From an optimization exercise on the open Yosys and OpenROAD flow, aimed at small area, a short achievable clock period and few clock cycles per item; shortcuts taken in it are not production practice.
At most, simulation tests tie the RTL to the original design; equivalence was not proved.
Power is estimated from default activity; no workload was simulated.

==> flow/design.v <==
module sdr_cbuild (
    input  wire        clk,
    input  wire        rst,          
    input  wire        start,        
    input  wire        qam,          
    input  wire [15:0] arg,          
    output reg         busy,
    output reg         done,         
    output reg  [7:0]  err,          
    output reg  [31:0] cinfo,        
    output reg         clut_we,
    output reg  [7:0]  clut_waddr,
    output wire [31:0] clut_wdata
);
    reg         st_chk, st_setup, st_half, st_write;
    reg         flip_r;      
    reg         wrap_r;      
    reg         cend_r;      
    reg         lastc_r;     
    reg         bw_r;        
    reg         mode;        
    reg  [8:0]  m;           
    reg         big;         
    reg  [7:0]  R1;          
    reg  [8:0]  R2;          
    reg  [1:0]  p1, p2;      
    reg  [9:0]  x2n;         
    reg  [33:0] q;           
    reg  [36:0] acc;         
    reg  [15:0] vB;          
    reg  [7:0]  rc;          
    reg         ph;          
    reg  [4:0]  cc;          
    reg  [3:0]  b;           
    reg  [4:0]  kk;          
    assign clut_wdata = {acc[35:20], vB};
    wire accept = start & ~busy;
    wire [8:0] mb   = cinfo[8:0];
    wire       qb_m = cinfo[16];
    wire       even = ~mb[0];    
    reg  [4:0] k_lut;
    reg        sq_lut;
    reg  [7:0] a0_lut;       
    always @(*) begin
        sq_lut = 1'b1;
        case (m)
        9'd4:   begin k_lut = 5'd2;  a0_lut = 8'd3;   end
        9'd9:   begin k_lut = 5'd3;  a0_lut = 8'd4;   end
        9'd16:  begin k_lut = 5'd4;  a0_lut = 8'd10;  end
        9'd25:  begin k_lut = 5'd5;  a0_lut = 8'd12;  end
        9'd36:  begin k_lut = 5'd6;  a0_lut = 8'd21;  end
        9'd49:  begin k_lut = 5'd7;  a0_lut = 8'd24;  end
        9'd64:  begin k_lut = 5'd8;  a0_lut = 8'd36;  end
        9'd81:  begin k_lut = 5'd9;  a0_lut = 8'd40;  end
        9'd100: begin k_lut = 5'd10; a0_lut = 8'd55;  end
        9'd121: begin k_lut = 5'd11; a0_lut = 8'd60;  end
        9'd144: begin k_lut = 5'd12; a0_lut = 8'd78;  end
        9'd169: begin k_lut = 5'd13; a0_lut = 8'd84;  end
        9'd196: begin k_lut = 5'd14; a0_lut = 8'd105; end
        9'd225: begin k_lut = 5'd15; a0_lut = 8'd112; end
        9'd256: begin k_lut = 5'd16; a0_lut = 8'd136; end
        default: begin k_lut = 5'd0; a0_lut = 8'd0; sq_lut = 1'b0; end
        endcase
    end
    wire [8:0] n_lev = qb_m ? {4'd0, kk} : mb;         
    wire [7:0] c0    = n_lev[8:1];                    
    wire [7:0] h1m1  = c0 - {7'd0, even};             
    wire [7:0] h2m1  = c0 - 8'd1;                     
    wire [3:0] kc0m1 = kk[4:1] - 4'd1;                
    wire e_zero = ~big & (m == 9'd0);
    wire e_one  = ~big & (m == 9'd1);
    wire e_big  = big | (m[8] & (|m[7:0]));
    wire e_sq   = mode & ~sq_lut;
    wire fail   = e_zero | e_one | e_big | e_sq;
    wire [7:0] err_code = e_zero ? 8'h11 : e_one ? 8'h21 : e_big ? 8'h31 :
                          e_sq ? 8'h41 : 8'h00;
    wire        pow2 = (m & (m - 9'd1)) == 9'd0;
    reg  [3:0]  log2m;
    integer     j;
    always @(*) begin
        log2m = 4'd0;
        for (j = 0; j < 9; j = j + 1)
            if (m[j]) log2m = j[3:0];
    end
    wire [9:0] d1a  = {1'b0, R1, 1'b1} - {1'b0, m};        
    wire       g1a  = ~d1a[9];
    wire [7:0] r1a  = g1a ? d1a[7:0] : {R1[6:0], 1'b0};
    wire [9:0] d1b  = {1'b0, r1a, 1'b1} - {1'b0, m};
    wire       g1b  = ~d1b[9];
    wire [7:0] r1b  = g1b ? d1b[7:0] : {r1a[6:0], 1'b0};
    wire [9:0]  t2a  = {R2, p1[1]};
    wire [10:0] s2a  = {1'b0, t2a} + {1'b0, x2n};
    wire        g2a  = s2a[10];
    wire [8:0]  r2a  = g2a ? s2a[8:0] : t2a[8:0];
    wire [9:0]  t2b  = {r2a, p1[0]};
    wire [10:0] s2b  = {1'b0, t2b} + {1'b0, x2n};
    wire        g2b  = s2b[10];
    wire [8:0]  r2b  = g2b ? s2b[8:0] : t2b[8:0];
    wire        st_sq   = st_chk | st_setup;        
    wire        sgn     = acc[36];
    wire        inv     = st_sq & ~sgn;
    wire        cst     = st_half | flip_r;
    wire [36:0] add_a   = st_sq ? {acc[34:0], p2} : (acc ^ {37{flip_r}});
    wire [34:0] qb      = ({1'b0, q} ^ {35{inv}}) & {35{~cst}};
    wire [36:0] add_b   = {qb, ~cst, st_sq ? sgn : ~cst | (st_half & even)}
                        | (st_half ? 37'h80000 : 37'd0)
                        | (flip_r  ? 37'h100000 : 37'd0);
    wire        add_c   = st_sq ? ~sgn : st_half ? even : 1'b1;
    wire [36:0] sum     = add_a + add_b + {36'd0, add_c};
    wire        rbit    = ~sum[36];                     
    wire        setup_last = st_setup & (rc == 8'd0);
    wire        turn    = flip_r | wrap_r;
    wire [7:0]  rc_n    = turn ? (flip_r ? h2m1 : h1m1) : rc - 8'd1;
    wire        rcz_n   = turn ? (flip_r ? (h2m1 == 8'd0) : (h1m1 == 8'd0)) : (rc == 8'd1);
    wire        ph_n    = ph ^ turn;
    wire [3:0]  b_nx    = bw_r ? 4'd0 : b + 4'd1;
    wire        cend_n  = ~cend_r & (cc == 5'd1);
    wire        lastc_n = cend_r ? (b_nx == kc0m1) : lastc_r;
    wire        last    = qb_m ? (cend_r & lastc_r) : wrap_r;
    wire        last_nx = qb_m ? (cend_n & lastc_n) : (rcz_n & ph_n);
    wire [3:0]  b_new   = cend_r ? b_nx : b;
    wire [7:0]  addr_inc = (~qb_m | (cend_r & bw_r)) ? 8'd0 : {3'd0, kk};
    wire [7:0]  addr_nx  = flip_r ? {4'd0, b_new & {4{qb_m}}} :
                           clut_waddr + addr_inc + {7'd0, ~qb_m | cend_r};
    always @(posedge clk) begin
        if (rst) begin
            st_chk   <= 1'b0;
            st_setup <= 1'b0;
            st_half  <= 1'b0;
            st_write <= 1'b0;
            busy     <= 1'b0;
            done     <= 1'b0;
            err      <= 8'd0;
            cinfo    <= 32'd0;
            clut_we  <= 1'b0;
        end else begin
            st_chk   <= accept;
            st_setup <= (st_chk & ~fail) | (st_setup & ~setup_last);
            st_half  <= setup_last;
            st_write <= st_half | (st_write & ~last);
            clut_we  <= st_half | (st_write & ~last);
            done     <= (st_chk & fail) | (st_write & ~last & last_nx);
            if (accept)
                busy <= 1'b1;
            else if ((st_chk & fail) | (st_write & last_nx))
                busy <= 1'b0;
            if (st_chk) begin
                err <= err_code;
                if (!fail)
                    cinfo <= {1'b1, 13'd0, pow2, mode, pow2 ? log2m : 4'd0, 3'd0, m};
            end
        end
    end
    always @(posedge clk) begin
        if (!busy) begin
            mode <= qam;
            m    <= arg[8:0];
            big  <= |arg[15:9];
            x2n  <= ~(qam ? 10'd1 : {1'b0, arg[8:0]});
            if (arg[8:0] <= 9'd4) begin
                R1 <= (arg[8:0] == 9'd3) ? 8'd1 : 8'd0;
                p1 <= (arg[8:0] == 9'd2) ? 2'd3 : 2'd1;
            end else begin
                p1 <= 2'd0;
                R1 <= (arg[8:0] <= 9'd13) ? 8'd3 : (arg[8:0] <= 9'd49) ? 8'd12 :
                      (arg[8:0] <= 9'd193) ? 8'd48 : 8'd192;
            end
            rc  <= (arg[8:0] <= 9'd13) ? 8'd34 : (arg[8:0] <= 9'd49) ? 8'd33 :
                   (arg[8:0] <= 9'd193) ? 8'd32 : 8'd31;
            R2  <= 9'd0;
            p2  <= 2'd0;
            acc <= 37'd0;
            q   <= 34'd0;
        end else begin
            R1  <= r1b;
            p1  <= {g1a, g1b};
            R2  <= r2b;
            p2  <= {g2a, g2b};
            if (setup_last)
                acc <= {2'b0, q[32:0] & {33{even}}, rbit & even, 1'b0};
            else
                acc <= sum;
            if (st_sq)
                q <= {q[32:0], rbit};
        end
        if (st_chk)
            kk <= k_lut;
        if (st_sq)
            rc <= rc - 8'd1;
        flip_r <= 1'b0;
        wrap_r <= 1'b0;
        cend_r <= 1'b0;
        if (st_half) begin
            rc         <= h1m1;
            ph         <= 1'b0;
            flip_r     <= (h1m1 == 8'd0);
            cc         <= kk;
            lastc_r    <= 1'b0;
            b          <= c0[3:0];
            bw_r       <= ({1'b0, c0[3:0]} == kk - 5'd1);
            clut_waddr <= qb_m ? a0_lut : c0;
            vB         <= qb_m ? sum[35:20] : 16'd0;
        end
        if (st_write && busy) begin    
            rc      <= rc_n;
            ph      <= ph_n;
            flip_r  <= rcz_n & ~ph_n;
            wrap_r  <= rcz_n & ph_n;
            cend_r  <= qb_m & cend_n;
            cc      <= cend_r ? kk : cc - 5'd1;
            lastc_r <= lastc_n;
            clut_waddr <= addr_nx;
            if (cend_r) begin
                b    <= b_nx;
                bw_r <= ({1'b0, b_nx} == kk - 5'd1);
                vB   <= sum[35:20];
            end
        end
    end
endmodule
==> flow/config.mk <==
export PLATFORM = sky130hd
export DESIGN_NAME = sdr_cbuild
export DESIGN_NICKNAME = sdr_cbuild
export VERILOG_FILES = /design/flow/design.v
export SDC_FILE = /design/flow/constraint.sdc
export NUM_CORES = 4
export LEC_CHECK = 0
export CAP_MARGIN = 20
export CORE_MARGIN = 2
export CORE_UTILIZATION = 40
export SLEW_MARGIN = 20
==> flow/constraint.sdc <==
create_clock -name core_clock -period 13.0 [get_ports {clk}]
set_input_delay 2.6000 -clock core_clock [delete_from_list [all_inputs] [get_ports {clk}]]
set_output_delay 2.6000 -clock core_clock [all_outputs]
set_load 0.01 [all_outputs]
standard.sh (not shown) runs the stock make flow with config.mk's settings and CLKGATE_MAP_FILE= SYNTH_SCRIPT=/design/flow/synth_recipe.tcl, a recipe that flattens the netlist after the stock synthesis.
==> flow/flow/run.sh <==
#!/bin/bash
set -euo pipefail
export SETUP_SLACK_MARGIN=${SETUP_MARGIN:-9.0}
bash standard.sh synth > synth.log 2>&1
bash standard.sh > layout.log 2>&1
Testbench counts at the start, summed over its fixed seeds: cycles 13,975, builds 96.
Change:
--- a/flow/design.v
+++ b/flow/design.v
@@ -24,7 +24,6 @@
     reg  [7:0]  R1;          
     reg  [8:0]  R2;          
     reg  [1:0]  p1, p2;      
-    reg  [9:0]  x2n;         
     reg  [33:0] q;           
     reg  [36:0] acc;         
     reg  [15:0] vB;          
@@ -82,12 +81,13 @@
         for (j = 0; j < 9; j = j + 1)
             if (m[j]) log2m = j[3:0];
     end
-    wire [9:0] d1a  = {1'b0, R1, 1'b1} - {1'b0, m};        
+    wire [9:0] d1a  = {1'b0, R1, 1'b1} - {1'b0, mb};        
     wire       g1a  = ~d1a[9];
     wire [7:0] r1a  = g1a ? d1a[7:0] : {R1[6:0], 1'b0};
-    wire [9:0] d1b  = {1'b0, r1a, 1'b1} - {1'b0, m};
+    wire [9:0] d1b  = {1'b0, r1a, 1'b1} - {1'b0, mb};
     wire       g1b  = ~d1b[9];
     wire [7:0] r1b  = g1b ? d1b[7:0] : {r1a[6:0], 1'b0};
+    wire [9:0]  x2n  = ~(qb_m ? 10'd1 : {1'b0, mb});
     wire [9:0]  t2a  = {R2, p1[1]};
     wire [10:0] s2a  = {1'b0, t2a} + {1'b0, x2n};
     wire        g2a  = s2a[10];
@@ -96,16 +96,15 @@
     wire [10:0] s2b  = {1'b0, t2b} + {1'b0, x2n};
     wire        g2b  = s2b[10];
     wire [8:0]  r2b  = g2b ? s2b[8:0] : t2b[8:0];
-    wire        st_sq   = st_chk | st_setup;        
     wire        sgn     = acc[36];
-    wire        inv     = st_sq & ~sgn;
+    wire        inv     = st_setup & ~sgn;
     wire        cst     = st_half | flip_r;
-    wire [36:0] add_a   = st_sq ? {acc[34:0], p2} : (acc ^ {37{flip_r}});
+    wire [36:0] add_a   = st_setup ? {acc[34:0], p2} : (acc ^ {37{flip_r}});
     wire [34:0] qb      = ({1'b0, q} ^ {35{inv}}) & {35{~cst}};
-    wire [36:0] add_b   = {qb, ~cst, st_sq ? sgn : ~cst | (st_half & even)}
+    wire [36:0] add_b   = {qb, ~cst, st_setup ? sgn : ~cst | (st_half & even)}
                         | (st_half ? 37'h80000 : 37'd0)
                         | (flip_r  ? 37'h100000 : 37'd0);
-    wire        add_c   = st_sq ? ~sgn : st_half ? even : 1'b1;
+    wire        add_c   = st_setup ? ~sgn : st_half ? even : 1'b1;
     wire [36:0] sum     = add_a + add_b + {36'd0, add_c};
     wire        rbit    = ~sum[36];                     
     wire        setup_last = st_setup & (rc == 8'd0);
@@ -152,40 +151,42 @@
         end
     end
     always @(posedge clk) begin
-        if (!busy) begin
+        if (accept) begin
             mode <= qam;
             m    <= arg[8:0];
             big  <= |arg[15:9];
-            x2n  <= ~(qam ? 10'd1 : {1'b0, arg[8:0]});
-            if (arg[8:0] <= 9'd4) begin
-                R1 <= (arg[8:0] == 9'd3) ? 8'd1 : 8'd0;
-                p1 <= (arg[8:0] == 9'd2) ? 2'd3 : 2'd1;
+        end
+        if (st_chk) begin
+            if (m <= 9'd4) begin
+                R1 <= (m == 9'd3) ? 8'd1 : 8'd0;
+                p1 <= (m == 9'd2) ? 2'd3 : 2'd1;
             end else begin
                 p1 <= 2'd0;
-                R1 <= (arg[8:0] <= 9'd13) ? 8'd3 : (arg[8:0] <= 9'd49) ? 8'd12 :
-                      (arg[8:0] <= 9'd193) ? 8'd48 : 8'd192;
+                R1 <= (m <= 9'd13) ? 8'd3 : (m <= 9'd49) ? 8'd12 :
+                      (m <= 9'd193) ? 8'd48 : 8'd192;
             end
-            rc  <= (arg[8:0] <= 9'd13) ? 8'd34 : (arg[8:0] <= 9'd49) ? 8'd33 :
-                   (arg[8:0] <= 9'd193) ? 8'd32 : 8'd31;
+            rc  <= (m <= 9'd13) ? 8'd34 : (m <= 9'd49) ? 8'd33 :
+                   (m <= 9'd193) ? 8'd32 : 8'd31;
             R2  <= 9'd0;
             p2  <= 2'd0;
-            acc <= 37'd0;
-            q   <= 34'd0;
+            kk  <= k_lut;
         end else begin
             R1  <= r1b;
             p1  <= {g1a, g1b};
             R2  <= r2b;
             p2  <= {g2a, g2b};
-            if (setup_last)
-                acc <= {2'b0, q[32:0] & {33{even}}, rbit & even, 1'b0};
-            else
-                acc <= sum;
-            if (st_sq)
-                q <= {q[32:0], rbit};
         end
         if (st_chk)
-            kk <= k_lut;
-        if (st_sq)
+            acc <= 37'd0;
+        else if (setup_last)
+            acc <= {2'b0, q[32:0] & {33{even}}, rbit & even, 1'b0};
+        else
+            acc <= sum;
+        if (st_chk)
+            q <= 34'd0;
+        else if (st_setup)
+            q <= {q[32:0], rbit};
+        if (st_setup)
             rc <= rc - 8'd1;
         flip_r <= 1'b0;
         wrap_r <= 1'b0;
@@ -201,7 +202,7 @@
             clut_waddr <= qb_m ? a0_lut : c0;
             vB         <= qb_m ? sum[35:20] : 16'd0;
         end
-        if (st_write && busy) begin    
+        if (st_write) begin
             rc      <= rc_n;
             ph      <= ph_n;
             flip_r  <= rcz_n & ~ph_n;
What happened: The new run finished with timing, DRC and antenna clean; clock power rose by 6.7%; power increases by 25%; core utilization is higher by 0.55 points; routed wire length rises by 5.1%; worst setup slack degrades by 150 ps; design area drops by 1.5%; die area falls by 2.5%; clock-buffer cell count drops by 1; register-to-register slack degrades by 150 ps; synthesized cell count decreases by 0.64%.
Only the layout flow was run in the second run of this note; the RTL was not checked for function there.

==> static timing again, ports no longer ideal <==
The flow's constraints put no driver on any port. The routed layouts listed below were extracted and timed again, unchanged, in two steps.
Step 1 assumes that a clkbuf_16 drives the clock port and a buf_2 every other input.
Step 2 also shifts input and output timing later by t, the mid clock arrival at the registers, as if the neighbouring blocks saw the same clock.
Three values: no drivers, after step 1, after step 2; two values: the first two.
run	t, ns	setup WS [ns]	worst data-port slew with drivers (ns)	pins driven straight from the clock port
the first run	0.504	8.963 / 8.963 / 8.644	0.04	1
the second run	0.510	8.814 / 8.814 / 8.779	0.04	1
After both steps setup and hold are still met in every run listed. For the first run, which loses most, drivers alone change the setup slack by 0.000 ns; drivers and shift together by -0.319 ns.
